What follows belongs to an exercise in optimizing a design on an open flow for small area, a short achievable clock period and few clock cycles; a production flow would make more cautious choices.
In this exercise RTL edits were held to simulation tests only and were not proved equivalent to the original.
No activity file was given, so power comes from the tool's default toggle rates.

## willow
Design rzx50_scaler, start of the top module:
module rzx50_scaler (
    input  wire        clk,
    input  wire        rst,
    input  wire        start,
    input  wire [1:0]  geom,        
    input  wire        scale_en,
    input  wire [31:0] src_base,
    input  wire [31:0] dst_base,
    input  wire [7:0]  topskip,
    input  wire [8:0]  vinc,
    input  wire [2:0]  thr,
    output wire        busy,
    output wire        rd_req_valid,
    input  wire        rd_req_ready,
    output wire [31:0] rd_addr,
    input  wire        rd_resp_valid,
    input  wire [31:0] rd_resp_data,
    output wire        wr_valid,
    input  wire        wr_ready,
    output wire [31:0] wr_addr,
    output wire [31:0] wr_data
);
For scale: about 2400 cells after synthesis, ~390 flip-flops, ~21000 um^2 of cells after synthesis.
clock: 6.0 ns
lec_check: 0
abc_area: 1
cap_margin: 20
core_margin: 2
core_utilization: 40
cts_buf_list: sky130_fd_sc_hd__clkbuf_16
cts_cluster_diameter: 80
cts_cluster_size: 24
place_density: 0.6
setup_slack_margin: 3.5
slew_margin: 20
standard.sh (not shown) runs the stock make flow with config.mk's settings and CLKGATE_MAP_FILE= SYNTH_SCRIPT=/design/flow/synth_recipe.tcl, a recipe that flattens the netlist after the stock synthesis.
==> flow/flow/run.sh <==
#!/bin/bash
# The standard layout (the standard.sh, standard synthesis included), with
# one change: the input and output ports are buffered with buf_2 cells instead
# of the cell buffer_ports picks by default (a slow clkdlybuf4s50 delay cell).
set -euo pipefail
bash standard.sh "BUFFER_PORTS_ARGS=-buffer_cell sky130_fd_sc_hd__buf_2" finish > standard_flow.log 2>&1
Testbench counts of willow, summed over its fixed seeds: cycles 1,092,297.
For zinc, these inputs were changed with respect to willow:
--- a/flow/design.v
+++ b/flow/design.v
@@ -83,13 +83,13 @@
     reg         blend;
     reg  [8:0]  y;
     reg  [9:0]  e_acc;        
     reg  [1:0]  vph;          
     reg         adv_r;        
     reg         nblend_r;     
-    reg  [D:0]  res;          
+    reg  [D-1:0] res;         
     wire        slot_read = !(blend && !half);    
     wire        line_last = k_last && slot_read;
     wire        frame_last = line_last && (y == (!r_scaled ? 9'd239 : r_h32 ? 9'd271 : 9'd239));
     wire        issue = rqv && rd_req_ready;
     reg  [9:0]  ra_inc;
     always @(*) begin
@@ -116,13 +116,13 @@
     reg         lc_last;      
     reg         r_first;      
     reg         r_blend;
     reg         r_byp;        
     reg  [31:0] a_w;          
     reg  [31:0] slot [0:D-1];    
-    reg  [D:0]  occ;          
+    reg  [D-1:0] occ;         
     wire        ne      = occ[0];
     wire [31:0] resp_m  = rd_resp_data & EVEN32;
     wire [31:0] blended = {avg16(a_w[31:16], resp_m[31:16]), avg16(a_w[15:0], resp_m[15:0])} & EVEN32;
     wire [31:0] s_in    = r_blend ? blended : (r_scaled ? resp_m : rd_resp_data);
     wire        push    = rd_resp_valid && !r_first;
     wire [31:0] s_byp   = r_scaled ? resp_m : rd_resp_data;
@@ -137,17 +137,17 @@
     wire [31:0] s       = ne ? slot[0] : s_byp;
     wire        out_free = !w_valid || wr_ready;
     wire        load    = out_free && (ne || byp_ok);
     wire        pop     = load && !f_peek;
     wire        shift   = pop && ne;                  
     wire        put     = push && !(pop && !ne);      
-    wire [D:0]  occ_up = {1'b0, occ[D:1]};
-    wire [D:0]  occ_dn = {occ[D-1:0], 1'b1};
-    wire [D:0]  last_full  = occ & ~occ_up;
-    wire [D:0]  first_free = ~occ & occ_dn;
-    wire [D:0]  take_in = shift ? last_full : first_free;     
+    wire [D-1:0] occ_up = {1'b0, occ[D-1:1]};
+    wire [D-1:0] occ_dn = {occ[D-2:0], 1'b1};
+    wire [D-1:0] last_full  = occ & ~occ_up;
+    wire [D-1:0] first_free = ~occ & occ_dn;
+    wire [D-1:0] take_in = shift ? last_full : first_free;    
     wire [15:0] avg_x   = r_h32 ? s[31:16] : hold;
     wire [15:0] avg_o   = avg16(avg_x, s[15:0]);
     wire [15:0] o_lo    = f_lo_avg ? avg_o : f_lo_hold ? hold : s[15:0];
     wire [15:0] o_hi    = f_hi_avg ? avg_o : f_hi_lo ? s[15:0] : s[31:16];
     wire [2:0]  ph_n    = f_end ? 3'd0 : ph + 3'd1;
     reg         n_lo_avg, n_lo_hold, n_hi_lo, n_hi_avg, n_peek, n_end;
@@ -178,33 +178,33 @@
     assign wr_valid = w_valid;
     assign wr_data  = w_data;
     assign wr_addr  = {wa, 2'b00};
     assign busy     = r_busy;
     wire        run_next   = rd_skip ? (k == 8'hFF) : (rd_run && !(issue && frame_last));
     wire        res_inc    = issue && slot_read;
-    wire [D:0]  res_next   = pop ? (res_inc ? res : {1'b0, res[D:1]})
-                                 : (res_inc ? {res[D-1:0], 1'b1} : res);
-    wire [D:0]  occ_next   = shift ? (put ? occ : occ_up)
+    wire [D-1:0] res_next  = pop ? (res_inc ? res : {1'b0, res[D-1:1]})
+                                 : (res_inc ? {res[D-2:0], 1'b1} : res);
+    wire [D-1:0] occ_next  = shift ? (put ? occ : occ_up)
                                    : (put ? occ_dn : occ);
     wire        drained    = !rd_run && !rd_skip && !res[0] && out_free;
     wire        go      = !r_busy && start;
     wire        skip_end = rd_skip && (k == 8'hFF);
     always @(posedge clk) begin
         if (rst) begin
             r_busy  <= 1'b0;
             rd_skip <= 1'b0;
             rd_run  <= 1'b0;
             rqv     <= 1'b0;
-            res     <= {(D+1){1'b0}};
-            occ     <= {(D+1){1'b0}};
+            res     <= {D{1'b0}};
+            occ     <= {D{1'b0}};
             w_valid <= 1'b0;
             vph     <= 2'd0;
         end else begin
             res   <= res_next;
             occ   <= occ_next;
-            rqv   <= run_next && !(r_scaled ? res_next[D-1] : res_next[D]);
+            rqv   <= run_next && !res_next[D-1];
             if (go)
                 r_busy <= 1'b1;
             else if (r_busy && drained)
                 r_busy <= 1'b0;
             if (go)
                 rd_skip <= 1'b1;
@@ -280,33 +280,32 @@
         if (go) begin
             r_first <= cmd_scaled && (thr == 3'd0);
             r_blend <= cmd_scaled && (thr == 3'd0);
             r_byp   <= !(cmd_scaled && (thr == 3'd0));
         end else if (rd_resp_valid) begin
             if (r_first) begin
+                a_w     <= resp_m;
                 r_first <= 1'b0;
             end else if (lc_last) begin
                 r_first <= blend;
                 r_blend <= blend;
                 r_byp   <= !blend;
             end else begin
                 r_first <= r_blend;
             end
         end
-        if (r_scaled ? (rd_resp_valid && r_first) : (shift || (put && first_free[D])))
-            a_w <= s_byp;
         if (go) begin
             lc      <= 8'd0;
             lc_last <= 1'b0;
         end else if (r_scaled ? (rd_resp_valid && !r_first) : wr_acc) begin
             lc      <= lc_last ? 8'd0 : lc + 8'd1;
             lc_last <= (lc == 8'd158);
         end
         for (i = 0; i < D; i = i + 1) begin
             if (shift || (put && first_free[i]))
-                slot[i] <= take_in[i] ? s_in : (i == D - 1) ? a_w : slot[(i + 1) % D];
+                slot[i] <= (take_in[i] || i == D - 1) ? s_in : slot[(i + 1) % D];
         end
         if (go) begin
             wa        <= dst_base[31:2];
             ph        <= 3'd0;
             j41       <= 1'b0;
             j81       <= 1'b0;
--- outcome ---
Higher total power among zinc and willow: willow. The run with more setup slack is willow; zinc has less. For share of synthesized cell area in and, or, nand and nor gates, willow and zinc come out practically identical. willow has higher final cell count than zinc. In the metrics for zinc and willow, the one carrying the higher final critical-path share of the clock period is zinc. Going from willow to zinc, clock-buffer cell count shrank by a few percent. On zinc: utilization after layout is 0.57 points lower than what willow gave. Compared with willow, wire length in zinc decreased by a few percent. Comparing the two runs side by side, zinc comes out ahead of willow on worst slew margin relative to its limit. On zinc: power density over the cells is 2.6 nW/um^2 lower than what willow gave. zinc against willow: global routing met3 resource utilization went down, clock-pin slew on the worst setup and hold paths did not really move, area after synthesis went down.
Testbench counts of zinc, summed over its fixed seeds: cycles 1,125,322.

==> what the ideal ports hide <==
The flow's constraints put no driver on any port. The routed layouts listed below were extracted and timed again, unchanged, in two steps.
Step 1 (the two cells are an assumption about what drives the block):
set clk [get_ports {clk}]
set_driving_cell -lib_cell sky130_fd_sc_hd__clkbuf_16 $clk
set_driving_cell -lib_cell sky130_fd_sc_hd__buf_2 [delete_from_list [all_inputs] $clk]
Step 2 adds t to the input delays and takes it off the output delays; t is the mean of the earliest and latest rising clock arrival at the registers after step 1. Input paths then give back, and output paths get back, about the clock's delay inside the block.
Three values: ideal, step 1, step 2; two values: the first two.
| run | t, ns | setup WS [ns] | worst hold slack (ns) | worst register clock-pin slew, ns |
|---|---|---|---|---|
| willow | 0.641 | 3.546 / 3.492 / 2.876 | 0.475 / 0.475 / 0.475 | 0.09 / 0.09 |
| zinc | 0.639 | 3.514 / 3.460 / 2.878 | 0.467 / 0.467 / 0.467 | 0.10 / 0.10 |
After both steps setup and hold are still met in every run listed. For willow, which loses most, drivers alone change the setup slack by -0.054 ns; drivers and shift together by -0.670 ns.
